This is an optimization exercise on Yosys and OpenROAD, whose aim is small area, not a production implementation. Only simulation tests tie the RTL to the original design; equivalence was not proved. In runs 2 to 6 the design's own scripts or RTL, not TritonCTS, make the clock network. The clock port is modelled as an ideal driver, which makes a skipped or thinned clock tree look cheaper than it is; a real chip needs a root buffer or a tree. Power figures rest on the tool's default switching activity, not on a simulated workload.

==> design/flow/design.v <==
module dr1363_validator (
    input  wire        clk,
    input  wire        rst,         
    input  wire        in_valid,
    input  wire [7:0]  in_data,
    input  wire        in_last,
    output reg         pay_valid,
    output reg  [7:0]  pay_data,
    output reg         res_valid,
    output reg  [7:0]  res_code,
    output reg  [7:0]  res_info,
    output reg  [11:0] res_len
);
    localparam [3:0] E_NONE = 4'h0;
    localparam [3:0] E_MARK = 4'h2;
    localparam [3:0] E_FD   = 4'h8;
    localparam [3:0] E_SREJ = 4'h3;
    localparam [3:0] E_LCHK = 4'h4;
    function is_hex;
        input [7:0] c;
        begin
            is_hex = (c >= 8'h30 && c <= 8'h39) ||
                     (c >= 8'h41 && c <= 8'h46) ||
                     (c >= 8'h61 && c <= 8'h66);
        end
    endfunction
    function [3:0] hex_val;
        input [7:0] c;
        begin
            hex_val[0] = c[0] ^ c[6];
            hex_val[1] = c[1] ^ (c[6] & c[0]);
            hex_val[2] = c[2] ^ (c[6] & c[1] & c[0]);
            hex_val[3] = c[3] | c[6];
        end
    endfunction
    reg  [12:0] c;
    reg  [15:0] ns;           
    reg  [7:0]  dly0, dly1, dly2, dly3;    
    reg  [11:0] r;            
    reg  [3:0]  e;
    reg         done;         
    wire        acc   = in_valid && !rst;
    wire        fresh = done;
    wire        is_cr = (in_data == 8'h0D);
    wire        crl   = in_last && is_cr;
    wire        hx    = is_hex(in_data);
    wire [3:0]  hv    = hex_val(in_data);
    wire        neg   = c[12] & c[11];
    wire        sat   = c[12] & ~c[11] & c[0];
    wire        c4096 = c[12] & ~c[11] & ~c[0];
    wire        mid   = acc & ~fresh & c[12];
    wire        j4    = mid & (c[4:0] == 5'b10011);
    wire        j7    = mid & (c[4:0] == 5'b10110);
    wire        j8    = mid & (c[4:0] == 5'b10111);
    wire        j9    = mid & (c[4:0] == 5'b11000);
    wire        j10   = mid & (c[4:0] == 5'b11001);
    wire        j11   = mid & (c[4:0] == 5'b11010);
    wire        j12   = mid & (c[4:0] == 5'b11011);
    wire        inc   = acc & ~(crl & ~c4096) & (fresh | ~sat);
    wire [12:0] c_base = (acc & fresh) ? 13'h1FEF : c;
    wire        ld    = j4;
    wire        addok = acc & ~crl;
    wire [3:0]  l_a   = j9 ? 4'd0 : r[11:8];
    wire [4:0]  l_c;
    wire [3:0]  lsum;
    wire [13:0] c_k;
    wire [12:0] c_next;
    wire        none  = (e == E_NONE);
    wire [15:0] t_base = ld ? 16'hFF81 : ns;
    wire [7:0]  t_add  = addok ? dly3 : 8'd0;
    wire [16:0] t_c;
    wire [15:0] t_next;
    assign t_c[0] = 1'b0;
    genvar gi;
    generate
        for (gi = 0; gi < 8; gi = gi + 1) begin : g_lo
            assign t_next[gi] = t_base[gi] ^ t_add[gi] ^ t_c[gi];
            assign t_c[gi+1]  = (t_base[gi] & t_add[gi]) | (t_c[gi] & (t_base[gi] ^ t_add[gi]));
        end
        for (gi = 8; gi < 16; gi = gi + 1) begin : g_hi
            assign t_next[gi] = t_base[gi] ^ t_c[gi];
            assign t_c[gi+1]  = t_base[gi] & t_c[gi];
        end
        for (gi = 0; gi < 4; gi = gi + 1) begin : g_l
            assign lsum[gi]  = l_a[gi] ^ hv[gi] ^ l_c[gi];
            assign l_c[gi+1] = (l_a[gi] & hv[gi]) | (l_c[gi] & (l_a[gi] ^ hv[gi]));
        end
        for (gi = 0; gi < 13; gi = gi + 1) begin : g_c
            assign c_next[gi] = c_base[gi] ^ c_k[gi];
            assign c_k[gi+1]  = c_base[gi] & c_k[gi];
        end
    endgenerate
    assign l_c[0] = 1'b0;
    assign c_k[0] = inc;
    always @(posedge clk) begin
        c  <= c_next;
        ns <= t_next;
        pay_data <= dly3;
        if (rst) begin
            done      <= 1'b1;
            pay_valid <= 1'b0;
            res_valid <= 1'b0;
        end else begin
            pay_valid <= acc & ~fresh & ~neg & ~crl;
            res_valid <= acc & in_last;
            if (acc)
                done <= in_last;
        end
        if (addok) begin
            dly3 <= dly2;
            dly2 <= dly1;
            dly1 <= dly0;
            dly0 <= in_data;
        end
        if (j7 | j8 | ((j10 | j11 | j12) & ~e[0]))
            r[7:0] <= {r[3:0], hv};
        if (j9 | j10 | j11)
            r[11:8] <= lsum;
        else if (j12)
            r[11:8] <= r[7:4];
        if (acc & fresh)
            e <= (in_data == 8'h7E) ? E_NONE : E_MARK;
        else if (none) begin
            if ((j7 | j8) & ~hx)
                e <= E_FD;
            else if (j8 & ((r[3:0] != 4'd0) | (hv != 4'd0)))
                e <= E_SREJ;
            else if ((j9 | j10 | j11) & ~hx)
                e <= E_LCHK;
            else if (j12 & (~hx | (lsum != 4'd0)))
                e <= E_LCHK;
        end
    end
    function hex_is;
        input [7:0] d;
        input [3:0] n;
        reg   [3:0] x;
        reg         dg, lt, nd;
        begin
            x  = d[3:0] ^ n;
            dg = (d[7:4] == 4'h3);
            lt = (d[7:6] == 2'b01) && (d[4:3] == 2'b00);
            nd = ~(n[3] & (n[2] | n[1]));
            hex_is = (dg & nd & (x == 4'd0)) |
                     (lt & ~nd & x[0] & (x[1] == ~n[0]) & (x[2] == (~n[1] & ~n[0])));
        end
    endfunction
    wire        chk_ok  = hex_is(dly3, ~ns[15:12]) && hex_is(dly2, ~ns[11:8]) &&
                          hex_is(dly1, ~ns[7:4]) && hex_is(dly0, ~ns[3:0]);
    wire        len_ok  = ~c[12] && (r == c[11:0]);
    wire        pre    = ~sat & ~neg;
    wire        ok     = pre & none & chk_ok & len_ok;
    wire        srej   = pre & e[0];
    wire        badchk = none & ~chk_ok;
    always @(*) begin
        res_code[7]   = sat;
        res_code[6]   = ~sat & ~ok;
        res_code[5:4] = 2'b00;
        res_code[3]   = pre & e[3];
        res_code[2]   = pre & (e[2] | (none & ~(chk_ok & len_ok)));
        res_code[1]   = sat | (pre & (e[1] | (none & chk_ok & ~len_ok)));
        res_code[0]   = (~sat & neg) | (pre & (e[0] | badchk));
        res_info      = srej ? r[7:0] : 8'd0;
        res_len       = ok ? r : 12'd0;
    end
endmodule
==> design/flow/flow/run.sh <==
#!/bin/bash
# The standard layout (standard.sh), with three changes:
#  - synthesis maps the logic with ABC's area-oriented mapper (flow/abc_area.script)
#    instead of ORFS's speed script; everything else in the synthesis is the standard flow's
#    own script, so the registers are the standard synthesis's;
#  - ports are buffered with buf_1 cells;
#  - the clock tree uses clkbuf_8 cells and no dummy loads.
# make's full output goes to layout.log in this folder.
set -euo pipefail
here=$(pwd)
sed "s|  log_cmd abc {\*}\$abc_args|  log_cmd abc {*}[lreplace \$abc_args 1 1 $here/flow/abc_area.script]|" \
  "$FLOW_HOME/scripts/synth.tcl" > synth_area.tcl
grep -q "flow/abc_area.script" synth_area.tcl
sed "s|source \$::env(SCRIPTS_DIR)/synth.tcl|source $here/synth_area.tcl|" synth_recipe.tcl > synth_recipe_area.tcl
grep -q "synth_area.tcl" synth_recipe_area.tcl
bash standard.sh \
  "SYNTH_SCRIPT=$here/synth_recipe_area.tcl" \
  "BUFFER_PORTS_ARGS=-buffer_cell sky130_fd_sc_hd__buf_1" \
  "CTS_ARGS=-sink_clustering_enable -repair_clock_nets -buf_list sky130_fd_sc_hd__clkbuf_8 -dont_use_dummy_load" \
  finish > layout.log 2>&1
==> design/flow/flow/abc_area.script <==
strash
dc2
dch -f
amap
==> design/flow/standard.sh <==
#!/bin/bash
# synth_recipe.tcl (not shown) runs the flow's synth.tcl, then flattens the netlist and writes it again
# the make line also repeats each setting of config.mk as NAME=value (left out here)
make -C /OpenROAD-flow-scripts/flow DESIGN_CONFIG=/design/flow/config.mk WORK_HOME=/design/flow/orfs CLKGATE_MAP_FILE= SYNTH_SCRIPT=/design/flow/synth_recipe.tcl "${@:-finish}"
==> design/flow/config.mk <==
export PLATFORM = sky130hd
export DESIGN_NAME = dr1363_validator
export DESIGN_NICKNAME = dr1363_validator
export VERILOG_FILES = /design/flow/design.v
export SDC_FILE = /design/flow/constraint.sdc
export NUM_CORES = 4
export LEC_CHECK = 0
export CAP_MARGIN = 20
export CORE_MARGIN = 2
export CORE_UTILIZATION = 65
export PLACE_DENSITY = 0.75
export SLEW_MARGIN = 20
==> design/flow/constraint.sdc <==
create_clock -name core_clock -period 8.0 [get_ports {clk}]
set_input_delay 1.6000 -clock core_clock [delete_from_list [all_inputs] [get_ports {clk}]]
set_output_delay 1.6000 -clock core_clock [all_outputs]
set_load 0.01 [all_outputs]
==> results.yml, run 1 <==
timing:
  report.final.slew_viol_count: 0
  fin_crit_sh_pct: 84.6
  fmax_mhz: 148
  skew_ns: 0.0272
  finalHoldViolations: 0
  final-setup-viol-count: 0
  layout_min_cycle_time_ns: 6.76
  rsz0062_at_grt: "false"
  layout_setup_ws_ns: 1.24
  worstMarginPinSlew_ns: 0.788
  slew-limit-headroom_pct: 47.0
  tns_ns: 0
  timing.hold.ws_ns: 0.410
setup_path:
  reg2reg_setup_slack_ns: 2.37
  required_ns: 8.25
  startpoint_type: "input pin"
  worstSetupPathType: "in -> reg"
  crit_start: "in_valid"
  reg2reg_depth: 23
  worstPathCellList: "buf_1 > nand2_1 > or4_1 > nor3_1 > buf_4 > nor2_1 > fa_1 > fa_1 > fa_1 > fa_1 > fa_1 > fa_1 > clkinv_1 > fa_1 > clkinv_1 > ha_1 > ha_1 > ha_1 > ha_1 > ha_1 > ha_1 > ha_1 > nand2_1 > o21ai_0"
  cpPeakStageDelay_ns: 0.57
  crit_fanout: 16
  critPathArrivalTime_ns: 7.01
  path_buf_inv: 4
  rr_endpoint: "ns[15]"
  regToRegStartpoint: "c[12]"
  cp.depth: 24
  end_kind: "flop"
  cp_top_family: "adder cells"
  cpMaxStageDelayCell: "or4_1"
route:
  met1Wirelength_um: 4010
  via_per_inst: 5.83
  wl_um: 8620
  met2WireLength_um: 3880
  first_pass_iters: 5
  wire_per_inst_um: 15.8
  drc: 0
  ant_nets: 0
  initialDrtViolationCount: 325
  wl_met3_um: 579
  vias: 3179
  top_layer: "met4"
cells_and_area:
  drive_above_1_share_pct: 2.56
  nets: 513
  design_area_um2: 4540
  antennaDiodeCount: 0
  area_delta_synth_final_pct: 9.53
  fillers: 484
placed_design:
  port_buffers: 47
  place_ws_ns: 0.855
  dp_hpwl_um: 6720
  place_congestion: 1.01
  placed_area_um2: 4420
grt:
  overflow: 0
  antenna_found_initial: 0
  grt_use_total_pct: 26.4
  grt_pass1_vias: 3017
  grt_max_degree: 34
  grt_pass1_wl_um: 14500
cts:
  clockRootBuffer: "clkbuf_8"
  clk_pin_slew_ns: 0.08
  cts_setup_buffers: 0
  cts_sinks: 88
  worstSkewPairLatency_ns: 0.37
  tritoncts.num_buffers: 9
  cts.repair.resized: 0
  tritoncts: "yes"
  htreeDepth: 3
  cts_buffer_depth: 2
  postCtsHoldBufs: 0
yosys:
  syn_area_um2: 4150
  syn_area_per_cell_um2: 10.1
  ys_warn_count: 1
  ys_seq_area_share_pct: 54.1
  yosysUniqueCellTypes: 39
  syn_inst: 412
  yosys_register_bits: 88
die:
  die_area_um2: 7040
  core_area_um2: 6280
  initial_core_util_pct: 66.1
  die_y_um: 83.9
  fp.dieW_um: 83.9
  num_rows: 29
  io_pins: 50
hold_path:
  hold_path_end: "pay_data[4]"
  min_path_type: "reg -> reg"
  holdPathStages: 0
  hp-start: "dly3[4]"
run_status:
  status: "complete, no violations"
power_and_ir_drop:
  powerDensity_nw_per_um2: 252
  peakVddDrop_v: 0.000195
  p_leak_nw: 1.63
run:
  maxCapViolCount: 0
[routing by layer]
layer | vias up | global-route usage [%]
met2 | 125 | 39.5
met3 | 17 | 7.81
met1 | 1482 | 38.0
met5 | - | 0
li1 | 1555 | -
met4 | 0 | 7.33
[synth_stat cells (all sizes together)]
| cell type | count | share of area [%] |
|---|---|---|
| or4b | 1 | 0.24 |
| a2111oi | 4 | 0.84 |
| a222oi | 1 | 0.24 |
| a41oi | 2 | 0.42 |
| o31ai | 1 | 0.18 |
| fa | 9 | 4.3 |
| a311oi | 1 | 0.21 |
| nor4 | 5 | 0.75 |
| o2111ai | 1 | 0.21 |
| o21a | 1 | 0.18 |
| a22oi | 2 | 0.36 |
| or3 | 2 | 0.30 |
| o32ai | 1 | 0.21 |
| or2 | 20 | 3.0 |
| o22ai | 10 | 1.5 |
| buf | 3 | 0.54 |
| or4 | 4 | 0.72 |
| conb | 1 | 0.090 |
| dfxtp | 40 | 19 |
| nand2 | 29 | 2.6 |
| nor4b | 1 | 0.21 |
| nor2 | 81 | 7.3 |
| ha | 22 | 6.6 |
| clkinv | 51 | 4.6 |
| o221ai | 3 | 0.63 |
| nor3 | 11 | 1.3 |
| a21oi | 21 | 2.5 |
| o21bai | 2 | 0.36 |
| a211oi | 1 | 0.18 |
| nand4b | 2 | 0.42 |
| edfxtp | 48 | 35 |
| nand4 | 3 | 0.45 |
| nand3 | 3 | 0.36 |
| a221o | 1 | 0.24 |
| a221oi | 3 | 0.63 |
| nor2b | 8 | 1.2 |
| o22a | 1 | 0.21 |
| o21ai | 11 | 1.3 |
| nor4bb | 1 | 0.24 |
[area by class of cell]
type | instances | area (um2) | area share (%)
clock buffers | 9 | 124 | 2.73
repair buffers | 49 | 191 | 4.21
flip-flops and latches | 88 | 2240 | 49.4
well taps | 77 | 96.3 | 2.12
multi-input cells | 271 | 1700 | 37.4
inverters | 51 | 191 | 4.21
[cells in the final DEF (no fill, tap or decap), drive strengths merged, types with 2 or more instances in the layout]
cell type | synthesis | layout
nand4 | 3 | 3
clkbuf | 0 | 9
or2 | 20 | 20
nand4b | 2 | 2
or4 | 4 | 4
o21bai | 2 | 2
nor3 | 11 | 11
conb | 1 | 2
nand3 | 3 | 3
edfxtp | 48 | 48
or3 | 2 | 2
o22ai | 10 | 10
nor2 | 81 | 81
clkinv | 51 | 51
a41oi | 2 | 2
dfxtp | 40 | 40
a21oi | 21 | 21
a221oi | 3 | 3
nor2b | 8 | 8
a22oi | 2 | 2
a2111oi | 4 | 4
o221ai | 3 | 3
nor4 | 5 | 5
nand2 | 29 | 29
buf | 3 | 49
ha | 22 | 22
fa | 9 | 9
o21ai | 11 | 11
[power by group]
group / switching, mW / internal [mW] / total (mW)
registers: 0.0650 / 0.551 / 0.616
clock network: 0.131 / 0.101 / 0.232
logic: 0.184 / 0.113 / 0.297
[cell families (layout without fill, tap and decap cells)]
logic type | Yosys count | after routing | share of synthesized area (%)
flip-flops | 88 | 88 | 54.1
other | 1 | 2 | 0.0904
AO/OA/AOI/OAI | 67 | 67 | 10.5
AND/OR/NAND/NOR | 171 | 171 | 19.2
adder cells (fa/ha/maj) | 31 | 31 | 11.0
buffers and inverters | 54 | 109 | 5.16
[stage by stage]
| step | utilization (%) | std cells | power (mW) |
|---|---|---|---|
| 6_report | 72.4 | 545 | 1.14 |
| 5_1_grt | 72.4 | 545 | 1.22 |
| 4_1_cts | 72.4 | 545 | 1.14 |
| 3_5_place_dp | 70.4 | 536 | 0.913 |
| 3_3_place_gp | 70.4 | 536 | 0.903 |
| 2_1_floorplan | - | 413 | 0.821 |
[flip-flops by register name, summed over array words and instances (netlist names)]
register / count
dly3: 8
pay_valid: 1
res_valid: 1
ns: 16
done: 1
r: 12
pay_data: 8
dly0: 8
dly1: 8
dly2: 8
e: 4
c: 13
[worst max-delay path by stage]
stage	slack, ns	endpoint
global route	0.84	ns[15]
global placement	1.0	ns[15]
CTS	1.23	ns[15]
finish	1.24	ns[15]
detailed placement	0.86	ns[15]
floorplan	0.80	ns[15]
==> run 2, diff against run 1 <==
--- a/design/flow/design.v
+++ b/design/flow/design.v
@@ -11,11 +11,11 @@
     output reg  [7:0]  res_info,
     output reg  [11:0] res_len
 );
-    localparam [3:0] E_NONE = 4'h0;
-    localparam [3:0] E_MARK = 4'h2;
-    localparam [3:0] E_FD   = 4'h8;
-    localparam [3:0] E_SREJ = 4'h3;
-    localparam [3:0] E_LCHK = 4'h4;
+    localparam [2:0] E_NONE = 3'b000;
+    localparam [2:0] E_MARK = 3'b010;
+    localparam [2:0] E_FD   = 3'b110;
+    localparam [2:0] E_SREJ = 3'b011;
+    localparam [2:0] E_LCHK = 3'b100;
     function is_hex;
         input [7:0] c;
         begin
@@ -37,7 +37,7 @@
     reg  [15:0] ns;           
     reg  [7:0]  dly0, dly1, dly2, dly3;    
     reg  [11:0] r;            
-    reg  [3:0]  e;
+    reg  [2:0]  e;
     reg         done;         
     wire        acc   = in_valid && !rst;
     wire        fresh = done;
@@ -156,9 +156,9 @@
         res_code[7]   = sat;
         res_code[6]   = ~sat & ~ok;
         res_code[5:4] = 2'b00;
-        res_code[3]   = pre & e[3];
-        res_code[2]   = pre & (e[2] | (none & ~(chk_ok & len_ok)));
-        res_code[1]   = sat | (pre & (e[1] | (none & chk_ok & ~len_ok)));
+        res_code[3]   = pre & e[2] & e[1];
+        res_code[2]   = pre & ((e[2] & ~e[1]) | (none & ~(chk_ok & len_ok)));
+        res_code[1]   = sat | (pre & ((e[1] & ~e[2]) | (none & chk_ok & ~len_ok)));
         res_code[0]   = (~sat & neg) | (pre & (e[0] | badchk));
         res_info      = srej ? r[7:0] : 8'd0;
         res_len       = ok ? r : 12'd0;
--- a/design/flow/flow/run.sh
+++ b/design/flow/flow/run.sh
@@ -4,9 +4,12 @@
 #    instead of ORFS's speed script; everything else in the synthesis is the standard flow's
 #    own script, so the registers are the standard synthesis's;
 #  - ports are buffered with buf_1 cells;
-#  - the clock tree uses clkbuf_8 cells and no dummy loads.
+#  - the clock tree is built by flow/clock_tree.tcl (run as PRE_CTS_TCL) instead of
+#    TritonCTS: the clock port drives three clkbuf_16 cells, each driving a third of
+#    the registers.
 # make's full output goes to layout.log in this folder.
 set -euo pipefail
+export CLK_NBUF=3
 here=$(pwd)
 sed "s|  log_cmd abc {\*}\$abc_args|  log_cmd abc {*}[lreplace \$abc_args 1 1 $here/flow/abc_area.script]|" \
   "$FLOW_HOME/scripts/synth.tcl" > synth_area.tcl
@@ -16,5 +19,5 @@
 bash standard.sh \
   "SYNTH_SCRIPT=$here/synth_recipe_area.tcl" \
   "BUFFER_PORTS_ARGS=-buffer_cell sky130_fd_sc_hd__buf_1" \
-  "CTS_ARGS=-sink_clustering_enable -repair_clock_nets -buf_list sky130_fd_sc_hd__clkbuf_8 -dont_use_dummy_load" \
+  "PRE_CTS_TCL=$here/flow/clock_tree.tcl" \
   finish > layout.log 2>&1
==> design/flow/flow/clock_tree.tcl (new file) <==
# Sourced as PRE_CTS_TCL in ORFS's cts.tcl, right after the placed design is
# loaded. Builds a one-level clock tree by hand: the clock port drives
# CLK_NBUF clkbuf_16 cells, and each drives the clock pins of one group of
# registers (groups by k-means on the pins' placed locations). Every
# register's clock goes through exactly one buffer. The clock_tree_synthesis
# call that follows in cts.tcl is then turned into a no-op; the rest of
# cts.tcl (legalisation, timing repair) runs as usual.
set nbuf $::env(CLK_NBUF)
set db [ord::get_db]
set block [ord::get_db_block]
set master [$db findMaster sky130_fd_sc_hd__clkbuf_16]
set clk_net [$block findNet clk]

set sinks {}
foreach it [$clk_net getITerms] {
  set loc [$it getAvgXY]
  lappend sinks [list $it [lindex $loc 1] [lindex $loc 2]]
}
set n [llength $sinks]
puts "manual clock tree: $n sinks, $nbuf buffers"

# k-means, seeded with sinks spread along x
set sorted [lsort -real -index 1 $sinks]
set cent {}
for {set k 0} {$k < $nbuf} {incr k} {
  set s [lindex $sorted [expr {int(($k + 0.5) * $n / $nbuf)}]]
  lappend cent [list [lindex $s 1] [lindex $s 2]]
}
for {set iter 0} {$iter < 20} {incr iter} {
  # capacity-limited assignment: nearest free group, closest pairs first
  set cap [expr {($n + $nbuf - 1) / $nbuf}]
  set pairs {}
  set i 0
  foreach s $sinks {
    for {set k 0} {$k < $nbuf} {incr k} {
      set c [lindex $cent $k]
      lappend pairs [list [expr {abs([lindex $s 1] - [lindex $c 0]) + abs([lindex $s 2] - [lindex $c 1])}] $i $k]
    }
    incr i
  }
  set assign [lrepeat $n -1]
  set fill [lrepeat $nbuf 0]
  foreach p [lsort -real -index 0 $pairs] {
    lassign $p d i k
    if {[lindex $assign $i] >= 0 || [lindex $fill $k] >= $cap} { continue }
    lset assign $i $k
    lset fill $k [expr {[lindex $fill $k] + 1}]
  }
  set newc {}
  for {set k 0} {$k < $nbuf} {incr k} {
    set sx 0.0; set sy 0.0; set m 0
    foreach s $sinks a $assign {
      if {$a == $k} { set sx [expr {$sx + [lindex $s 1]}]; set sy [expr {$sy + [lindex $s 2]}]; incr m }
    }
    if {$m > 0} { lappend newc [list [expr {$sx / $m}] [expr {$sy / $m}]] } else { lappend newc [lindex $cent $k] }
  }
  set cent $newc
}

for {set k 0} {$k < $nbuf} {incr k} {
  set inst [odb::dbInst_create $block $master "clkbuf_manual_$k"]
  set net [odb::dbNet_create $block "clk_manual_$k"]
  $net setSigType CLOCK
  set m 0
  foreach s $sinks a $assign {
    if {$a == $k} {
      set it [lindex $s 0]
      $it disconnect
      $it connect $net
      incr m
    }
  }
  [$inst findITerm A] connect $clk_net
  [$inst findITerm X] connect $net
  set c [lindex $cent $k]
  $inst setLocation [expr {int([lindex $c 0])}] [expr {int([lindex $c 1])}]
  $inst setPlacementStatus PLACED
  puts "manual clock tree: buffer $k drives $m sinks"
}

set_propagated_clock [all_clocks]
proc clock_tree_synthesis {args} {
  puts "clock_tree_synthesis skipped: the clock tree was built by clock_tree.tcl"
}
==> run 2 against run 1 <==
Sequential cell count is 1 lower. Cell count fell by 1.1%. Register-to-register slack worse by 0.34 ns. Critical path depth up 2. Area after synthesis down 0.39%. Setup slack lost 0.47 ns.
==> results.yml, run 2 <==
run_status:
  status: "complete, no violations"
timing:
  final-setup-viol-count: 0
  finalHoldViolations: 0
  tns_ns: 0
  report.final.slew_viol_count: 0
  worstMarginPinSlew_ns: 0.777
  fin_crit_sh_pct: 90.4
  layout_min_cycle_time_ns: 7.23
  slew-limit-headroom_pct: 47.8
  rsz0062_at_grt: "false"
  fmax_mhz: 138
  layout_setup_ws_ns: 0.766
  skew_ns: 0.0104
cts:
  postCtsHoldBufs: 0
  worstSkewPairLatency_ns: 0.17
  clk_pin_slew_ns: 0.10
  cts.repair.resized: 0
  cts_setup_buffers: 0
yosys:
  async_flop_share_pct: 0
  syn_inst: 411
  yosys_register_bits: 87
  netlist_top_cells_count: "77 x nor2_1, 54 x clkinv_1, 47 x edfxtp_1, 40 x dfxtp_1, 32 x nand2_1"
  synth.area.top_cells: "edfxtp_1 34%, dfxtp_1 19%, nor2_1 7.0%"
  ys_warn_count: 1
  ys_seq_area_share_pct: 53.5
  yosysTopAreaCell: "edfxtp_1"
  yosysMostFrequentCell: "nor2_1"
  syn_area_um2: 4130
  yosysTopAreaCellShare_pct: 34.2
  synth_top_flop_cell: "edfxtp_1"
  yosysUniqueCellTypes: 43
  synth_edf_count: 47
  syn_area_per_cell_um2: 10.1
placed_design:
  place_congestion: 0.911
  place_ws_ns: 0.602
  dp_hpwl_um: 6730
  port_buffers: 47
route:
  met2WireLength_um: 4340
  top_layer: "met4"
  initialDrtViolationCount: 151
  first_pass_iters: 4
  drc: 0
  vias: 3166
  ant_nets: 0
  wire_per_inst_um: 15.7
  wl_um: 8480
  wl_met3_um: 387
  met1Wirelength_um: 3400
  via_per_inst: 5.87
hold_path:
  min_path_type: "reg -> reg"
  holdPathStages: 0
cells_and_area:
  fillers: 461
  nets: 507
  layout_common_cells: "76 x nor2_1, 54 x clkinv_1, 47 x edfxtp_1, 47 x buf_1, 40 x dfxtp_1"
  mostFrequentLayoutCell: "nor2_1"
  drive_above_1_share_pct: 1.73
  top_register: "ns"
  reg_top3: "ns: 16 flops, c: 13 flops, r: 12 flops"
  final_core_util_pct: 72.0
  area_delta_synth_final_pct: 8.72
  antennaDiodeCount: 0
  largest_reg_flops: 16
power_and_ir_drop:
  powerDensity_nw_per_um2: 245
  switching_share_pct: 33.5
  p_seq_share_pct: 56.2
  combPwrFrac_pct: 27.8
  p_switching_mw: 0.368
  pwr-share-clk_pct: 16.1
  intPower_mw: 0.731
  p_leak_nw: 1.61
  fin_total_pwr_mw: 1.10
  peakVddDrop_v: 0.000290
grt:
  grt_max_degree: 34
  grt_use_total_pct: 24.2
  grt_pass1_vias: 3027
  antenna_found_initial: 0
  overflow: 0
  grt_pass1_wl_um: 13900
setup_path:
  crit_fanout: 16
  required_ns: 8.06
  end_kind: "flop"
  critPathArrivalTime_ns: 7.30
  worstSetupPathType: "in -> reg"
  reg2reg_depth: 24
  startpoint_type: "input pin"
die:
  io_pins: 50
  initial_core_util_pct: 66.2
  die_y_um: 83.7
  die_area_um2: 7010
  fp.dieW_um: 83.7
  num_rows: 29
  core_area_um2: 6240
run:
  maxCapViolCount: 0
==> run 2: cell types whose count changed after synthesis, moves of 3 or more <==
cell	change
o21ai_0	+3
nand2_1	+3
nor3_1	-4
o22ai_1	-5
nand3_1	+5
clkinv_1	+3
nor2_1	-4
==> run 2: per-layer routing <==
| metal | global-route usage (%) | up-vias |
|---|---|---|
| met1 | 29.2 | 1484 |
| met3 | 1.78 | 29 |
| li1 | - | 1540 |
| met2 | 44.9 | 113 |
| met4 | 9.68 | 0 |
| met5 | 0 | - |
==> run 2: final cells by class <==
class                      count  area (um2)  area share (%)
sequential                    87        2210            49.2
multi-input combinational    268        1710            38.0
inverter                      54         203            4.51
timing repair buffer          50         199            4.43
tap                           77        96.3            2.14
buffer                         3        75.1            1.67
==> run 2: path summary, 6_finish.rpt <==
path,from,endpoint,slack (ns)
worst max-delay path,rst,ns[15],0.77
worst min-delay path,dly3[5],pay_data[5],0.39
worst max register to register,c[4],ns[15],2.03
worst min register to register,dly3[5],pay_data[5],0.39
==> run 2: power groups by stage <==
stage / registers [mW] / logic, mW / clock network [mW]
global placement: 0.623 / 0.290 / 0
global route: 0.625 / 0.351 / 0.190
CTS: 0.615 / 0.307 / 0.179
floorplan: 0.600 / 0.225 / 0
detailed placement: 0.626 / 0.304 / 0
finish: 0.617 / 0.305 / 0.176
==> run 2: kinds of logic after synthesis <==
logic type,share of synthesized area (%)
and+or+nand+nor,18.1
buffers and inverters,5.45
DFF,53.5
adders and majority gates,11.0
other,0.0908
AOI/OAI and AO/OA,11.8
==> run 2: critical path, stage by stage <==
cell and delay (ns):
buf_1 0.07, clkinv_1 0.04, nand2_1 0.15, or4_1 0.57, or2_0 0.25, nor4_2 0.23
buf_4 0.23, nor2_1 0.08, fa_1 0.44, fa_1 0.39, fa_1 0.40, fa_1 0.39
fa_1 0.39, fa_1 0.38, clkinv_1 0.07, fa_1 0.15, clkinv_1 0.06, ha_1 0.18
ha_1 0.18, ha_1 0.18, ha_1 0.18, ha_1 0.18, ha_1 0.18, ha_1 0.19
nand2_1 0.06, o21ai_0 0.07
==> run 2: metrics by stage <==
step,cells,hold WS [ns],instance area [um2]
after global placement,536,0.361,4420
after detailed placement,536,0.366,4420
final,539,0.387,4490
after CTS,539,0.390,4490
after global routing,539,0.400,4490
after floorplan,412,0.356,4140
==> run 3, diff against run 2 <==
--- a/design/flow/design.v
+++ b/design/flow/design.v
@@ -24,6 +24,26 @@
                      (c >= 8'h61 && c <= 8'h66);
         end
     endfunction
+    function [7:0] enc;
+        input [7:0] c;
+        begin
+            enc[7:4] = c[7:4];
+            enc[0]   = c[0] ^ c[6];
+            enc[1]   = c[1] ^ (c[6] & c[0]);
+            enc[2]   = c[2] ^ (c[6] & c[1] & c[0]);
+            enc[3]   = c[3] ^ (c[6] & ~(c[2] & c[1] & c[0]));
+        end
+    endfunction
+    function [7:0] dec;
+        input [7:0] e;
+        begin
+            dec[7:4] = e[7:4];
+            dec[0]   = e[0] ^ e[6];
+            dec[1]   = e[1] ^ (e[6] & ~e[0]);
+            dec[2]   = e[2] ^ (e[6] & ~(e[1] | e[0]));
+            dec[3]   = e[3] ^ (e[6] & (e[2] | e[1] | e[0]));
+        end
+    endfunction
     function [3:0] hex_val;
         input [7:0] c;
         begin
@@ -43,8 +63,12 @@
     wire        fresh = done;
     wire        is_cr = (in_data == 8'h0D);
     wire        crl   = in_last && is_cr;
-    wire        hx    = is_hex(in_data);
-    wire [3:0]  hv    = hex_val(in_data);
+    wire [7:0]  in_enc = enc(in_data);
+    wire [3:0]  hv    = in_enc[3:0];
+    wire        hv_hi = in_enc[3] & (in_enc[2] | in_enc[1]);    
+    wire        hx    = hv_hi ? ((in_enc[7:6] == 2'b01) && !in_enc[4])
+                              : (in_enc[7:4] == 4'h3);
+    wire [7:0]  d3    = dec(dly3);
     wire        neg   = c[12] & c[11];
     wire        sat   = c[12] & ~c[11] & c[0];
     wire        c4096 = c[12] & ~c[11] & ~c[0];
@@ -67,7 +91,7 @@
     wire [12:0] c_next;
     wire        none  = (e == E_NONE);
     wire [15:0] t_base = ld ? 16'hFF81 : ns;
-    wire [7:0]  t_add  = addok ? dly3 : 8'd0;
+    wire [7:0]  t_add  = addok ? d3 : 8'd0;
     wire [16:0] t_c;
     wire [15:0] t_next;
     assign t_c[0] = 1'b0;
@@ -95,7 +119,7 @@
     always @(posedge clk) begin
         c  <= c_next;
         ns <= t_next;
-        pay_data <= dly3;
+        pay_data <= d3;
         if (rst) begin
             done      <= 1'b1;
             pay_valid <= 1'b0;
@@ -110,7 +134,7 @@
             dly3 <= dly2;
             dly2 <= dly1;
             dly1 <= dly0;
-            dly0 <= in_data;
+            dly0 <= in_enc;
         end
         if (j7 | j8 | ((j10 | j11 | j12) & ~e[0]))
             r[7:0] <= {r[3:0], hv};
@@ -132,17 +156,13 @@
         end
     end
     function hex_is;
-        input [7:0] d;
+        input [7:0] e;
         input [3:0] n;
-        reg   [3:0] x;
-        reg         dg, lt, nd;
         begin
-            x  = d[3:0] ^ n;
-            dg = (d[7:4] == 4'h3);
-            lt = (d[7:6] == 2'b01) && (d[4:3] == 2'b00);
-            nd = ~(n[3] & (n[2] | n[1]));
-            hex_is = (dg & nd & (x == 4'd0)) |
-                     (lt & ~nd & x[0] & (x[1] == ~n[0]) & (x[2] == (~n[1] & ~n[0])));
+            if (n <= 4'd9)
+                hex_is = (e[7:4] == 4'h3) && (e[3:0] == n);
+            else
+                hex_is = (e[7:6] == 2'b01) && (e[4] == 1'b0) && (e[3:0] == n);
         end
     endfunction
     wire        chk_ok  = hex_is(dly3, ~ns[15:12]) && hex_is(dly2, ~ns[11:8]) &&
==> design/flow/flow/run.sh (replaced) <==
#!/bin/bash
# The standard layout (standard.sh), with three changes:
#  - synthesis is the standard flow's own script (synth_recipe.tcl and ORFS's synth.tcl), except
#    that its single ABC mapping call is replaced by flow/abc_multi.tcl, which maps
#    the logic with each of the area-oriented ABC scripts flow/abc*.script and keeps
#    the smallest result; the registers are the standard synthesis's;
#  - ports are buffered with buf_1 cells;
#  - the clock tree is built by flow/clock_tree.tcl (run as PRE_CTS_TCL) instead of
#    TritonCTS: the clock port drives three clkbuf_16 cells, each driving a third of
#    the registers.
# make's full output goes to layout.log in this folder.
set -euo pipefail
export CLK_NBUF=3
here=$(pwd)
sed "s|  log_cmd abc {\*}\$abc_args|  source $here/flow/abc_multi.tcl|" \
  "$FLOW_HOME/scripts/synth.tcl" > synth_area.tcl
grep -q "flow/abc_multi.tcl" synth_area.tcl
sed "s|source \$::env(SCRIPTS_DIR)/synth.tcl|source $here/synth_area.tcl|" synth_recipe.tcl > synth_recipe_area.tcl
grep -q "synth_area.tcl" synth_recipe_area.tcl
bash standard.sh \
  "SYNTH_SCRIPT=$here/synth_recipe_area.tcl" \
  "BUFFER_PORTS_ARGS=-buffer_cell sky130_fd_sc_hd__buf_1" \
  "PRE_CTS_TCL=$here/flow/clock_tree.tcl" \
  finish > layout.log 2>&1
==> design/flow/flow/abc1.script (new file) <==
strash
dc2
dch -f
amap
==> design/flow/flow/abc2.script (new file) <==
strash
dc2
dch -f
amap -F 4 -A 8
==> design/flow/flow/abc3.script (new file) <==
strash
&get -n
&st
&syn2
&dch -f
&nf -a
&put
topo
dnsize -c
==> design/flow/flow/abc4.script (new file) <==
strash
dc2
dch -f
amap -m
==> design/flow/flow/abc5.script (new file) <==
strash
dc2
dch -f
amap
topo
dnsize -c
==> design/flow/flow/abc_multi.tcl (new file) <==
# Technology-map the design with each of the ABC scripts in this folder
# (abc*.script) and keep the mapping with the least cell area. Sourced by the
# synthesis script in place of its single abc call; uses its $abc_args and
# $lib_args.
set abc_dir [file dirname [info script]]
design -save my_pre_abc
set best_area 1e30
set best_script ""
foreach scr [lsort [glob $abc_dir/abc*.script]] {
  design -load my_pre_abc
  log_cmd abc {*}[lreplace $abc_args 1 1 $scr]
  opt_clean -purge
  set st [tee -q -s result.string stat {*}$lib_args]
  if { ![regexp {Chip area for module[^:]*:\s*([0-9.]+)} $st -> area] } {
    error "no area from stat after $scr"
  }
  puts "abc script [file tail $scr]: cell area $area"
  if { $area < $best_area } {
    set best_area $area
    set best_script $scr
    design -save my_best_abc
  }
}
puts "abc: keeping [file tail $best_script] (cell area $best_area)"
design -load my_best_abc
--- a/design/flow/config.mk
+++ b/design/flow/config.mk
@@ -5,8 +5,8 @@
 export SDC_FILE = /design/flow/constraint.sdc
 export NUM_CORES = 4
 export LEC_CHECK = 0
-export CAP_MARGIN = 20
+export CAP_MARGIN = 0
 export CORE_MARGIN = 2
 export CORE_UTILIZATION = 65
 export PLACE_DENSITY = 0.75
-export SLEW_MARGIN = 20
+export SLEW_MARGIN = 0
removed: design/flow/flow/abc_area.script
==> run 3 against run 2 <==
Still clean on timing, DRC and antenna. Register-to-register slack better by 0.62 ns. Combinational power down 2%. First-iteration DRC count up 110%. Clock skew up 0.0017 ns. Maximum frequency increased by 7.0%. Wire length increased by 2.5%. Design area is 2.4% lower. Utilization rose by 1.6 points. Sequential cell count unchanged. Via count down 5.4%. Largest cell class unchanged. Largest power group unchanged. Highest routed layer unchanged.
==> results.yml, run 3 <==
run_status:
  status: "complete, no violations"
cells_and_area:
  largest_reg_flops: 16
  seq_area_um2: 2210
  multi_input_area_um2: 1580
  drive_above_1_share_pct: 1.58
  top_register: "ns"
  area_delta_synth_final_pct: 8.72
  reg_top3: "ns: 16 flops, c: 13 flops, r: 12 flops"
  fin_cells: 518
  layout_common_cells: "59 x clkinv_1, 54 x nor2_1, 47 x edfxtp_1, 47 x buf_1, 40 x dfxtp_1"
  design_area_um2: 4380
  final_core_util_pct: 73.6
  antennaDiodeCount: 0
  nets: 489
  fillers: 455
  mostFrequentLayoutCell: "clkinv_1"
yosys:
  ys_seq_area_share_pct: 54.9
  async_flop_share_pct: 0
  syn_area_per_cell_um2: 10.3
  yosysUniqueCellTypes: 38
  synth_top_flop_cell: "edfxtp_1"
  yosysMostFrequentCell: "clkinv_1"
  yosysTopAreaCellShare_pct: 35.0
  synth_edf_count: 47
  ys_warn_count: 1
  syn_area_um2: 4030
  synth.area.top_cells: "edfxtp_1 35%, dfxtp_1 20%, ha_1 7.1%"
  yosys_register_bits: 87
  netlist_top_cells_count: "59 x clkinv_1, 55 x nor2_1, 47 x edfxtp_1, 40 x dfxtp_1, 33 x nand2_1"
  yosysTopAreaCell: "edfxtp_1"
  syn_inst: 392
route:
  vias: 2995
  ant_nets: 0
  wire_per_inst_um: 16.8
  initialDrtViolationCount: 317
  via_per_inst: 5.78
  first_pass_iters: 4
  drc: 0
  wl_um: 8690
setup_path:
  worstSetupPathType: "in -> reg"
  path_buf_inv: 8
  cpMaxStageDelayCell: "fa_1"
  reg2reg_setup_slack_ns: 2.65
  path_common_cell: "ha_1"
  critPathArrivalTime_ns: 6.84
  cpPeakStageDelay_ns: 0.38
  required_ns: 8.07
  regToRegStartpoint: "c[12]"
  crit_fanout: 36
  cp_top_family: "adder cells"
  rr_endpoint: "ns[15]"
  startpoint_type: "input pin"
  end_kind: "flop"
  reg2reg_depth: 25
timing:
  tns_ns: 0
  finalHoldViolations: 0
  fin_crit_sh_pct: 84.5
  fmax_mhz: 148
  layout_min_cycle_time_ns: 6.76
  rsz0062_at_grt: "false"
  final-setup-viol-count: 0
  worstMarginPinSlew_ns: 1.19
  slew-limit-headroom_pct: 20.3
  timing.hold.ws_ns: 0.427
  layout_setup_ws_ns: 1.24
  skew_ns: 0.0121
  report.final.slew_viol_count: 0
grt:
  overflow: 0
  antenna_found_initial: 0
  grt_max_degree: 37
  grt_use_total_pct: 26.8
  grt_pass1_vias: 2768
  grt_pass1_wl_um: 13800
placed_design:
  place_ws_ns: 1.04
  dp_cells: 515
  place_congestion: 0.928
  placed_area_um2: 4310
  dp_hpwl_um: 6810
  port_buffers: 47
run:
  maxCapViolCount: 0
cts:
  clk_pin_slew_ns: 0.11
  cts_setup_buffers: 0
  postCtsHoldBufs: 0
  worstSkewPairLatency_ns: 0.17
  cts.repair.resized: 0
power_and_ir_drop:
  fin_total_pwr_mw: 1.10
  peakVddDrop_v: 0.000212
  powerDensity_nw_per_um2: 251
  p_leak_nw: 1.57
die:
  num_rows: 28
  fp.dieW_um: 82.8
  die_y_um: 82.8
  initial_core_util_pct: 67.7
  core_area_um2: 5960
  die_area_um2: 6850
  io_pins: 50
hold_path:
  hold_path_end: "pay_data[5]"
  holdPathStages: 0
  hp-start: "dly3[5]"
  min_path_type: "reg -> reg"
-- run 3: cell types whose count changed after synthesis, sizes merged, moves of 5 or more --
| cell | change |
|---|---|
| nor2 | -22 |
| or2 | -10 |
| o22ai | +9 |
| a21oi | -7 |
| a31oi | +7 |
| or4 | +6 |
| clkinv | +5 |
-- run 3: report_power, final --
group          switching (mW)  leakage, nW  internal (mW)
clock network           0.110       0.0370         0.0698
registers              0.0689        0.769          0.552
logic                   0.186        0.762          0.113
-- run 3: layout make-up --
cell class,count,area share [%]
inverter,59,5.05
multi-input combinational,244,36.1
timing repair buffer,50,4.54
tap,75,2.14
buffer,3,1.71
sequential,87,50.5
-- run 3: metal layers --
layer  vias to the layer above  GRT usage, %  share of wire (%)
met3                        10          3.37                6.4
met2                        93          43.1                 46
met1                      1419          40.9                 47
met4                         0          1.97               0.91
li1                       1473             -                  -
met5                         -             0                  0
-- run 3: worst max path at each step --
stage | depth (start not counted) | to | start | slack (ns)
detailed placement | 30 | ns[15] | in_data[0] | 1.04
CTS | 30 | ns[15] | in_data[0] | 1.22
floorplan | 27 | ns[15] | in_data[0] | 0.76
global route | 30 | ns[15] | in_data[0] | 0.88
finish | 30 | ns[15] | in_data[0] | 1.24
global placement | 30 | ns[15] | in_data[0] | 1.25
-- run 3: cells by family (layout without fill, tap and decap cells) --
kind of cell | after synthesis | in the layout | synth area share [%]
AOI/OAI and AO/OA | 71 | 71 | 11.4
adders and majority gates | 32 | 32 | 11.6
buffers and inverters | 62 | 112 | 6.05
DFF | 87 | 87 | 54.9
other | 1 | 2 | 0.0930
and+or+nand+nor | 139 | 139 | 16.0
-- run 3: worst reg2reg max path: stages (launching register included) --
cell and delay (ns):
dfxtp_1 0.43, clkinv_1 0.15, or4_1 0.46, nor3_1 0.18
buf_4 0.21, nor2b_1 0.08, fa_1 0.43, clkinv_1 0.07
fa_1 0.18, fa_1 0.18, clkinv_1 0.07, fa_1 0.38
fa_1 0.38, fa_1 0.37, clkinv_1 0.08, fa_1 0.17
clkinv_1 0.06, ha_1 0.18, ha_1 0.18, ha_1 0.18
ha_1 0.18, ha_1 0.18, ha_1 0.18, ha_1 0.18
nand2_1 0.05, o21ai_0 0.06
==> run 4, diff against run 3 <==
--- a/design/flow/design.v
+++ b/design/flow/design.v
@@ -16,14 +16,6 @@
     localparam [2:0] E_FD   = 3'b110;
     localparam [2:0] E_SREJ = 3'b011;
     localparam [2:0] E_LCHK = 3'b100;
-    function is_hex;
-        input [7:0] c;
-        begin
-            is_hex = (c >= 8'h30 && c <= 8'h39) ||
-                     (c >= 8'h41 && c <= 8'h46) ||
-                     (c >= 8'h61 && c <= 8'h66);
-        end
-    endfunction
     function [7:0] enc;
         input [7:0] c;
         begin
@@ -42,15 +34,6 @@
             dec[1]   = e[1] ^ (e[6] & ~e[0]);
             dec[2]   = e[2] ^ (e[6] & ~(e[1] | e[0]));
             dec[3]   = e[3] ^ (e[6] & (e[2] | e[1] | e[0]));
-        end
-    endfunction
-    function [3:0] hex_val;
-        input [7:0] c;
-        begin
-            hex_val[0] = c[0] ^ c[6];
-            hex_val[1] = c[1] ^ (c[6] & c[0]);
-            hex_val[2] = c[2] ^ (c[6] & c[1] & c[0]);
-            hex_val[3] = c[3] | c[6];
         end
     endfunction
     reg  [12:0] c;
--- a/design/flow/flow/run.sh
+++ b/design/flow/flow/run.sh
@@ -6,11 +6,13 @@
 #    the smallest result; the registers are the standard synthesis's;
 #  - ports are buffered with buf_1 cells;
 #  - the clock tree is built by flow/clock_tree.tcl (run as PRE_CTS_TCL) instead of
-#    TritonCTS: the clock port drives three clkbuf_16 cells, each driving a third of
-#    the registers.
+#    TritonCTS: the clock port drives one inv_4, which drives three inv_12 cells,
+#    each driving a third of the registers.
 # make's full output goes to layout.log in this folder.
 set -euo pipefail
 export CLK_NBUF=3
+export CLK_ROOT=sky130_fd_sc_hd__inv_4
+export CLK_LEAF=sky130_fd_sc_hd__inv_12
 here=$(pwd)
 sed "s|  log_cmd abc {\*}\$abc_args|  source $here/flow/abc_multi.tcl|" \
   "$FLOW_HOME/scripts/synth.tcl" > synth_area.tcl
--- a/design/flow/flow/clock_tree.tcl
+++ b/design/flow/flow/clock_tree.tcl
@@ -1,14 +1,7 @@
-# Sourced as PRE_CTS_TCL in ORFS's cts.tcl, right after the placed design is
-# loaded. Builds a one-level clock tree by hand: the clock port drives
-# CLK_NBUF clkbuf_16 cells, and each drives the clock pins of one group of
-# registers (groups by k-means on the pins' placed locations). Every
-# register's clock goes through exactly one buffer. The clock_tree_synthesis
-# call that follows in cts.tcl is then turned into a no-op; the rest of
-# cts.tcl (legalisation, timing repair) runs as usual.
 set nbuf $::env(CLK_NBUF)
 set db [ord::get_db]
 set block [ord::get_db_block]
-set master [$db findMaster sky130_fd_sc_hd__clkbuf_16]
+set master [$db findMaster $::env(CLK_LEAF)]
 set clk_net [$block findNet clk]
 
 set sinks {}
@@ -57,6 +50,19 @@
   set cent $newc
 }
 
+set src_net $clk_net
+if { [info exists ::env(CLK_ROOT)] && $::env(CLK_ROOT) ne "" } {
+  set root [odb::dbInst_create $block [$db findMaster $::env(CLK_ROOT)] "clkinv_manual_root"]
+  set src_net [odb::dbNet_create $block "clk_manual_root"]
+  $src_net setSigType CLOCK
+  [$root findITerm A] connect $clk_net
+  [$root findITerm Y] connect $src_net
+  set sx 0.0; set sy 0.0
+  foreach c $cent { set sx [expr {$sx + [lindex $c 0]}]; set sy [expr {$sy + [lindex $c 1]}] }
+  $root setLocation [expr {int($sx / $nbuf)}] [expr {int($sy / $nbuf)}]
+  $root setPlacementStatus PLACED
+}
+set leaf_out [expr {[string match "*inv*" $::env(CLK_LEAF)] ? "Y" : "X"}]
 for {set k 0} {$k < $nbuf} {incr k} {
   set inst [odb::dbInst_create $block $master "clkbuf_manual_$k"]
   set net [odb::dbNet_create $block "clk_manual_$k"]
@@ -70,14 +76,22 @@
       incr m
     }
   }
-  [$inst findITerm A] connect $clk_net
-  [$inst findITerm X] connect $net
+  [$inst findITerm A] connect $src_net
+  [$inst findITerm $leaf_out] connect $net
   set c [lindex $cent $k]
   $inst setLocation [expr {int([lindex $c 0])}] [expr {int([lindex $c 1])}]
   $inst setPlacementStatus PLACED
   puts "manual clock tree: buffer $k drives $m sinks"
 }
 
+# connect the new cells' supply pins as the floorplan's PDN set-up does, then
+# keep timing repair from resizing, cloning or removing the tree's cells
+global_connect
+foreach inst [$block getInsts] {
+  if { [string match "clk*_manual_*" [$inst getName]] } {
+    $inst setDoNotTouch 1
+  }
+}
 set_propagated_clock [all_clocks]
 proc clock_tree_synthesis {args} {
   puts "clock_tree_synthesis skipped: the clock tree was built by clock_tree.tcl"
--- a/design/flow/config.mk
+++ b/design/flow/config.mk
@@ -7,6 +7,6 @@
 export LEC_CHECK = 0
 export CAP_MARGIN = 0
 export CORE_MARGIN = 2
-export CORE_UTILIZATION = 65
-export PLACE_DENSITY = 0.75
+export CORE_UTILIZATION = 80
+export PLACE_DENSITY = 0.9
 export SLEW_MARGIN = 0
==> run 4 against run 3 <==
Still clean. Synthesized cell count unchanged. Wire length increased by 8.5%. Cell count decreased by 1.5%. Setup slack got worse by 0.075 ns. Clock skew about the same. Maximum frequency decreased by 1.1%. Worst hold slack improved by 0.0034 ns. Die area decreased by 18%. Design area decreased by 0.86%.
==> results.yml, run 4 <==
route:
  first_pass_iters: 5
  wl_um: 9430
  vias: 3273
  wire_per_inst_um: 18.5
  ant_nets: 0
  initialDrtViolationCount: 458
  drc: 0
  via_per_inst: 6.42
timing:
  skew_ns: 0.0121
  layout_setup_ws_ns: 1.16
  report.final.slew_viol_count: 0
  slew-limit-headroom_pct: 27.0
  worstMarginPinSlew_ns: 1.09
  rsz0062_at_grt: "false"
  finalHoldViolations: 0
  tns_ns: 0
  fin_crit_sh_pct: 85.4
  fmax_mhz: 146
  final-setup-viol-count: 0
  timing.hold.ws_ns: 0.430
  layout_min_cycle_time_ns: 6.84
setup_path:
  required_ns: 8.15
  cpPeakStageDelay_ns: 0.40
  reg2reg_depth: 24
  end_kind: "flop"
  critPathArrivalTime_ns: 6.99
  startpoint_type: "input pin"
  crit_start: "in_data[0]"
  crit_fanout: 36
  path_common_cell: "ha_1"
  regToRegStartpoint: "c[4]"
  cpMaxStageDelayCell: "fa_1"
  worstSetupPathType: "in -> reg"
yosys:
  yosys_register_bits: 87
  ys_warn_count: 1
  synth_top_family_by_area: "simple AND/OR/NAND/NOR gates"
  yosysUniqueCellTypes: 38
  synth_compound_area_share_pct: 11.4
  synth-xor-area-share_pct: 0
  yosys.area_share.simple_pct: 16.0
  async_flop_share_pct: 0
  synth.area.top_cells: "edfxtp_1 35%, dfxtp_1 20%, ha_1 7.1%"
  synthAdderAreaFrac_pct: 11.6
  syn_inst: 392
  syn_area_per_cell_um2: 10.3
  yosysTopAreaCell: "edfxtp_1"
  yosysMostFrequentCell: "clkinv_1"
  netlist_top_cells_count: "59 x clkinv_1, 55 x nor2_1, 47 x edfxtp_1, 40 x dfxtp_1, 33 x nand2_1"
  synth_top_flop_cell: "edfxtp_1"
  synth_edf_count: 47
  ys_seq_area_share_pct: 54.9
  yosysTopAreaCellShare_pct: 35.0
  syn_area_um2: 4030
  muxShareOfSynthArea_pct: 0
cells_and_area:
  fin_cells: 510
  final_core_util_pct: 90.8
  antennaDiodeCount: 0
  area_delta_synth_final_pct: 7.79
  seq_area_um2: 2210
  top_register: "ns"
  largest_reg_flops: 16
  fillers: 216
  drive_above_1_share_pct: 1.58
  multi_input_area_um2: 1580
  design_area_um2: 4350
  mostFrequentLayoutCell: "clkinv_1"
  nets: 489
  reg_top3: "ns: 16 flops, c: 13 flops, r: 12 flops"
  layout_common_cells: "59 x clkinv_1, 54 x nor2_1, 47 x edfxtp_1, 47 x buf_1, 40 x dfxtp_1"
hold_path:
  min_path_type: "reg -> reg"
  holdPathStages: 0
  hp-start: "dly3[4]"
cts:
  cts_setup_buffers: 0
  clk_pin_slew_ns: 0.11
  worstSkewPairLatency_ns: 0.22
  cts.repair.resized: 0
  postCtsHoldBufs: 0
grt:
  grt_pass1_vias: 3050
  antenna_found_initial: 1
  overflow: 0
  grt_use_total_pct: 34.8
  grt_pass1_wl_um: 14600
  grt_max_degree: 37
die:
  num_rows: 25
  die_y_um: 75.0
  io_pins: 50
  core_area_um2: 4790
  die_area_um2: 5620
  initial_core_util_pct: 84.2
  fp.dieW_um: 75.0
placed_design:
  port_buffers: 47
  dp_hpwl_um: 7120
  place_congestion: 0.935
  placed_area_um2: 4290
  place_ws_ns: 0.965
  dp_cells: 506
power_and_ir_drop:
  powerDensity_nw_per_um2: 252
  peakVddDrop_v: 0.000190
  p_leak_nw: 1.55
  fin_total_pwr_mw: 1.10
run_status:
  status: "complete, no violations"
run:
  maxCapViolCount: 0
[run 4: cell counts after synthesis]
No cell type changed its count.
[run 4: path summary, 6_finish.rpt]
path / endpoint / slack [ns]
max: ns[15] / 1.16
min: pay_data[4] / 0.43
max reg2reg: ns[15] / 2.60
min reg2reg: pay_data[4] / 0.43
[run 4: cell type report]
type	count	share of cell area [%]
inverters	63	6.36
repair buffers	49	4.41
well taps	67	1.93
flip-flops and latches	87	50.9
multi-input cells	244	36.4
[run 4: where the power goes]
part	switching [mW]	internal, mW	total [mW]
sequential	0.0682	0.552	0.620
clock	0.148	0.0218	0.170
combinational	0.195	0.112	0.307
total	0.411	0.686	1.10
[run 4: logic make-up (layout without fill, tap and decap cells)]
| group | Yosys count | in the layout |
|---|---|---|
| AO/OA/AOI/OAI | 71 | 71 |
| adder cells (fa/ha/maj) | 32 | 32 |
| AND/OR/NAND/NOR | 139 | 139 |
| buffers and inverters | 62 | 112 |
| flip-flops | 87 | 87 |
| other | 1 | 2 |
[run 4: critical path, delay by kind of cell]
family / cells / cell delay [ns]
AO/OA/AOI/OAI: 1 / 0.17
adder cells (fa/ha/maj): 15 / 3.49
buffers and inverters: 8 / 1.00
AND/OR/NAND/NOR: 5 / 0.69
[run 4: per-layer routing]
metal / GRT usage (%) / up-vias / part of all wire (%)
met5: 0 / - / 0.14
met4: 9.52 / 2 / 2.8
met3: 2.95 / 37 / 8.7
met2: 59.0 / 228 / 48
met1: 49.1 / 1527 / 40
li1: - / 1479 / -
==> run 5, diff against run 4 <==
--- a/design/flow/config.mk
+++ b/design/flow/config.mk
@@ -7,6 +7,6 @@
 export LEC_CHECK = 0
 export CAP_MARGIN = 0
 export CORE_MARGIN = 2
-export CORE_UTILIZATION = 80
-export PLACE_DENSITY = 0.9
+export CORE_UTILIZATION = 65
+export PLACE_DENSITY = 0.75
 export SLEW_MARGIN = 0
==> run 5 against run 4 <==
Still clean. Sequential share of layout area is 0.20 points lower. Worst hold slack worse by 0.0057 ns. First-iteration DRC count is 47% lower. Clock skew is 0.0023 ns higher. Via count is 7.9% lower. Die area is 22% higher. Area after synthesis stayed put. Synthesized cell count stayed put. Critical endpoint unchanged. Largest cell class unchanged. Largest power group unchanged.
==> results.yml, run 5 <==
die:
  num_rows: 28
  core_area_um2: 5960
  fp.dieW_um: 82.8
  die_y_um: 82.8
  initial_core_util_pct: 67.7
  die_area_um2: 6850
  io_pins: 50
route:
  wire_per_inst_um: 16.7
  drc: 0
  vias: 3013
  wl_um: 8660
  via_per_inst: 5.81
  ant_nets: 0
  initialDrtViolationCount: 244
  first_pass_iters: 6
cells_and_area:
  nets: 490
  top_register: "ns"
  reg_top3: "ns: 16 flops, c: 13 flops, r: 12 flops"
  area_delta_synth_final_pct: 8.22
  layout_common_cells: "59 x clkinv_1, 54 x nor2_1, 47 x edfxtp_1, 47 x buf_1, 40 x dfxtp_1"
  antennaDiodeCount: 0
  mostFrequentLayoutCell: "clkinv_1"
  largest_reg_flops: 16
  drive_above_1_share_pct: 1.80
  final_core_util_pct: 73.3
yosys:
  ys_seq_area_share_pct: 54.9
  syn_area_um2: 4030
  yosysTopAreaCellShare_pct: 35.0
  ys_warn_count: 1
  yosysTopAreaCell: "edfxtp_1"
  yosysMostFrequentCell: "clkinv_1"
  syn_area_per_cell_um2: 10.3
  yosysUniqueCellTypes: 38
  async_flop_share_pct: 0
  synth_edf_count: 47
  netlist_top_cells_count: "59 x clkinv_1, 55 x nor2_1, 47 x edfxtp_1, 40 x dfxtp_1, 33 x nand2_1"
  synth.area.top_cells: "edfxtp_1 35%, dfxtp_1 20%, ha_1 7.1%"
  synth_top_flop_cell: "edfxtp_1"
  yosys_register_bits: 87
  syn_inst: 392
setup_path:
  cp_top_family: "adder cells"
  cpPeakStageDelay_ns: 0.38
  end_kind: "flop"
  rr_endpoint: "ns[15]"
  critPathArrivalTime_ns: 6.80
  reg2reg_depth: 25
  path_common_cell: "ha_1"
  reg2reg_setup_slack_ns: 2.70
  cpMaxStageDelayCell: "fa_1"
  required_ns: 8.12
  cp.depth: 30
  crit_fanout: 36
  startpoint_type: "input pin"
  regToRegStartpoint: "c[12]"
  path_buf_inv: 8
  worstSetupPathType: "in -> reg"
timing:
  slew-limit-headroom_pct: 12.6
  rsz0062_at_grt: "false"
  fin_crit_sh_pct: 83.4
  finalHoldViolations: 0
  final-setup-viol-count: 0
  tns_ns: 0
  skew_ns: 0.0143
  layout_min_cycle_time_ns: 6.68
  worstMarginPinSlew_ns: 1.30
  report.final.slew_viol_count: 0
  fmax_mhz: 150
run:
  maxCapViolCount: 0
grt:
  grt_max_degree: 37
  grt_pass1_vias: 2764
  overflow: 0
  grt_use_total_pct: 26.4
  antenna_found_initial: 0
  grt_pass1_wl_um: 13600
hold_path:
  hp-start: "dly3[5]"
  min_path_type: "reg -> reg"
  hold_path_end: "pay_data[5]"
  holdPathStages: 0
cts:
  postCtsHoldBufs: 0
  clk_pin_slew_ns: 0.11
  worstSkewPairLatency_ns: 0.22
  cts_setup_buffers: 0
  cts.repair.resized: 0
run_status:
  status: "complete, no violations"
placed_design:
  place_congestion: 0.928
  port_buffers: 47
  dp_hpwl_um: 6810
power_and_ir_drop:
  p_leak_nw: 1.56
  powerDensity_nw_per_um2: 248
  peakVddDrop_v: 0.000249
## run 5: cell counts after synthesis
No cell type changed its count.
## run 5: layout make-up
cell class	instances	area, um2
sequential	87	2210
timing repair buffer	50	199
fill	459	1590
multi-input combinational	244	1580
inverter	63	277
tap	75	93.8
## run 5: worst max path at each step
stage | to | start
after floorplan | ns[15] | in_data[0]
after global placement | ns[15] | in_data[0]
after detailed placement | ns[15] | in_data[0]
after CTS | ns[15] | in_data[0]
after global routing | ns[15] | in_data[0]
final | ns[15] | in_data[0]
## run 5: cells by family after synthesis
family                   share of synthesized area (%)
AO/OA/AOI/OAI                                     11.4
adder cells (fa/ha/maj)                           11.6
buffers and inverters                             6.05
flip-flops                                        54.9
other                                           0.0930
AND/OR/NAND/NOR                                   16.0
## run 5: report_power, final
group	total (mW)	switching (mW)	internal [mW]
Combinational	0.295	0.183	0.113
Clock	0.168	0.146	0.0220
Sequential	0.620	0.0685	0.552
Total	1.08	0.397	0.686
## run 5: per-stage QoR
step	cell area, um2	worst slack, ns	total power [mW]	hold WS (ns)	cells
2_1_floorplan	4040	0.757	0.817	0.361	393
3_3_place_gp	4310	1.25	0.902	0.409	515
3_5_place_dp	4310	1.04	0.920	0.414	515
4_1_cts	4360	1.31	1.08	0.437	519
5_1_grt	4360	0.973	1.15	0.450	519
6_report	4360	1.32	1.08	0.425	519
## run 5: routing by layer
| metal | GRT usage [%] | part of all wire (%) |
|---|---|---|
| met2 | 42.1 | 45 |
| met5 | 0 | 0 |
| met1 | 40.4 | 46 |
| met3 | 4.02 | 8.3 |
| met4 | 1.64 | 0.55 |
==> run 6, diff against run 5 <==
--- a/design/flow/design.v
+++ b/design/flow/design.v
@@ -63,7 +63,7 @@
     wire        j10   = mid & (c[4:0] == 5'b11001);
     wire        j11   = mid & (c[4:0] == 5'b11010);
     wire        j12   = mid & (c[4:0] == 5'b11011);
-    wire        inc   = acc & ~(crl & ~c4096) & (fresh | ~sat);
+    wire        inc   = acc & ~(crl & (fresh | ~c4096)) & (fresh | ~sat);
     wire [12:0] c_base = (acc & fresh) ? 13'h1FEF : c;
     wire        ld    = j4;
     wire        addok = acc & ~crl;
--- a/design/flow/config.mk
+++ b/design/flow/config.mk
@@ -7,6 +7,6 @@
 export LEC_CHECK = 0
 export CAP_MARGIN = 0
 export CORE_MARGIN = 2
-export CORE_UTILIZATION = 65
-export PLACE_DENSITY = 0.75
+export CORE_UTILIZATION = 80
+export PLACE_DENSITY = 0.9
 export SLEW_MARGIN = 0
==> run 6 against run 5 <==
Via count is 12% higher. Critical endpoint unchanged. Die area is 18% lower. Maximum frequency is 2.1% higher. Clock skew is 0.0039 ns lower. Sequential cell count stayed put. Wire length is 17% higher. Worst hold slack better by 0.014 ns. Utilization is 18 points higher. Total power is 1.9% higher. Clock power hardly changed. Largest cell class unchanged.
==> results.yml, run 6 <==
cts:
  clk_pin_slew_ns: 0.11
  postCtsHoldBufs: 0
  worstSkewPairLatency_ns: 0.23
  cts_setup_buffers: 0
  cts.repair.resized: 0
grt:
  grt_pass1_vias: 3086
  overflow: 0
  grt_max_degree: 37
  antenna_found_initial: 0
  grt_use_total_pct: 37.3
  grt_pass1_wl_um: 15400
yosys:
  synth_top_flop_cell: "edfxtp_1"
  async_flop_share_pct: 0
  yosysUniqueCellTypes: 38
  yosysTopAreaCellShare_pct: 35.0
  synth_edf_count: 47
  ys_warn_count: 1
  syn_area_um2: 4040
  syn_inst: 393
  yosysTopAreaCell: "edfxtp_1"
  syn_area_per_cell_um2: 10.3
  yosys_register_bits: 87
  netlist_top_cells_count: "59 x clkinv_1, 54 x nor2_1, 47 x edfxtp_1, 40 x dfxtp_1, 32 x nand2_1"
  synth.area.top_cells: "edfxtp_1 35%, dfxtp_1 20%, ha_1 7.1%"
  yosysMostFrequentCell: "clkinv_1"
  ys_seq_area_share_pct: 54.8
route:
  vias: 3368
  via_per_inst: 6.59
  first_pass_iters: 6
  initialDrtViolationCount: 570
  wire_per_inst_um: 19.8
  wl_um: 10100
  drc: 0
  ant_nets: 0
die:
  io_pins: 50
  initial_core_util_pct: 84.3
  die_y_um: 75.0
  die_area_um2: 5630
  fp.dieW_um: 75.0
  num_rows: 25
  core_area_um2: 4790
cells_and_area:
  largest_reg_flops: 16
  top_register: "ns"
  area_delta_synth_final_pct: 7.91
  fin_cells: 511
  reg_top3: "ns: 16 flops, c: 13 flops, r: 12 flops"
  multi_input_area_um2: 1590
  drive_above_1_share_pct: 1.58
  layout_common_cells: "59 x clkinv_1, 53 x nor2_1, 47 x edfxtp_1, 47 x buf_1, 40 x dfxtp_1"
  antennaDiodeCount: 0
  final_core_util_pct: 91.0
  fillers: 196
  seq_area_um2: 2210
  mostFrequentLayoutCell: "clkinv_1"
  nets: 490
setup_path:
  cpMaxStageDelayCell: "nor4_1"
  crit_fanout: 5
  required_ns: 8.15
  startpoint_type: "input pin"
  worstSetupPathType: "in -> reg"
  end_kind: "flop"
  critPathArrivalTime_ns: 6.69
  cpPeakStageDelay_ns: 0.45
  path_common_cell: "ha_1"
placed_design:
  place_congestion: 0.898
  port_buffers: 47
  place_ws_ns: 1.24
  dp_cells: 507
  dp_hpwl_um: 7750
timing:
  skew_ns: 0.0104
  worstMarginPinSlew_ns: 1.21
  layout_min_cycle_time_ns: 6.54
  layout_setup_ws_ns: 1.46
  final-setup-viol-count: 0
  rsz0062_at_grt: "false"
  finalHoldViolations: 0
  fmax_mhz: 153
  report.final.slew_viol_count: 0
  slew-limit-headroom_pct: 18.9
  tns_ns: 0
  fin_crit_sh_pct: 81.7
hold_path:
  min_path_type: "reg -> reg"
run:
  maxCapViolCount: 0
power_and_ir_drop:
  p_leak_nw: 1.56
  peakVddDrop_v: 0.000198
  powerDensity_nw_per_um2: 253
run_status:
  status: "complete, no violations"
-- run 6: per-layer routing --
metal | global-route usage, % | wire, um | vias to the layer above
met4 | 13.1 | 456 | 0
met1 | 51.0 | 3720 | 1507
met2 | 61.2 | 4780 | 314
li1 | - | - | 1472
met5 | 0 | 0 | -
met3 | 6.29 | 1160 | 75
-- run 6: cell families after synthesis --
| kind of cell | synth area share [%] |
|---|---|
| and+or+nand+nor | 16.0 |
| adders and majority gates | 11.6 |
| AOI/OAI and AO/OA | 11.4 |
| DFF | 54.8 |
| buffers and inverters | 6.05 |
| other | 0.0929 |
-- run 6: through the flow --
stage	hold slack, ns	area, um2	total power [mW]
final	0.439	4350	1.10
after global routing	0.466	4350	1.16
after CTS	0.435	4350	1.09
after detailed placement	0.409	4300	0.923
after global placement	0.401	4300	0.883
after floorplan	0.361	4040	0.809
-- run 6: cell type report --
| class | count | share of cell area [%] |
|---|---|---|
| multi-input cells | 245 | 36.5 |
| flip-flops and latches | 87 | 50.8 |
| repair buffers | 49 | 4.40 |
| inverters | 63 | 6.35 |
| well taps | 67 | 1.93 |
-- run 6: worst paths after layout --
path              start           to  slack (ns)  cells after the start
max          in_data[0]       ns[15]        1.46                     28
min             dly3[5]  pay_data[5]        0.44                      0
max reg2reg        c[0]       ns[15]        2.60                     25
min reg2reg     dly3[5]  pay_data[5]        0.44                      0
-- run 6: power by group --
part	total [mW]	switching [mW]	leakage, nW	internal [mW]
combinational	0.307	0.196	0.759	0.111
sequential	0.625	0.0744	0.769	0.550
clock	0.171	0.149	0.0263	0.0218
total	1.10	0.420	1.56	0.683
-- run 6: critical path: cells and delay by family --
family / cells / cell delay (ns)
buf+inv: 7 / 0.69
compound gates: 1 / 0.17
simple gates: 5 / 0.76
fa+ha+maj: 15 / 3.46

-- what the ideal ports hide --
No port has a modelled driver above. Below, the same layouts with a new extraction and two added sets of constraints.
Step 1 (the two cells are an assumption about what drives the block):
set clk [get_ports {clk}]
set_driving_cell -lib_cell sky130_fd_sc_hd__clkbuf_16 $clk
set_driving_cell -lib_cell sky130_fd_sc_hd__buf_2 [delete_from_list [all_inputs] $clk]
Step 2 also shifts input and output timing later by t, the mid clock arrival at the registers, as if the neighbouring blocks saw the same clock.
Slacks: ideal ports / drivers / drivers and shift; pairs: ideal ports / drivers.
| run | t, ns | slack for setup (ns) | cell pins on the clock port's net |
|---|---|---|---|
| run 1 | 0.384 | 1.236 / 1.242 / 0.858 | 1 |
| run 2 | 0.226 | 0.766 / 0.806 / 0.580 | 3 |
| run 3 | 0.229 | 1.240 / 1.282 / 1.053 | 3 |
| run 4 | 0.255 | 1.165 / 1.179 / 0.924 | 1 |
| run 5 | 0.249 | 1.325 / 1.340 / 1.091 | 1 |
| run 6 | 0.258 | 1.461 / 1.473 / 1.215 | 1 |
After both steps every run listed still meets setup and hold. The setup slack of run 1, which loses most, moves by +0.006 ns with the drivers and by -0.378 ns with both steps.
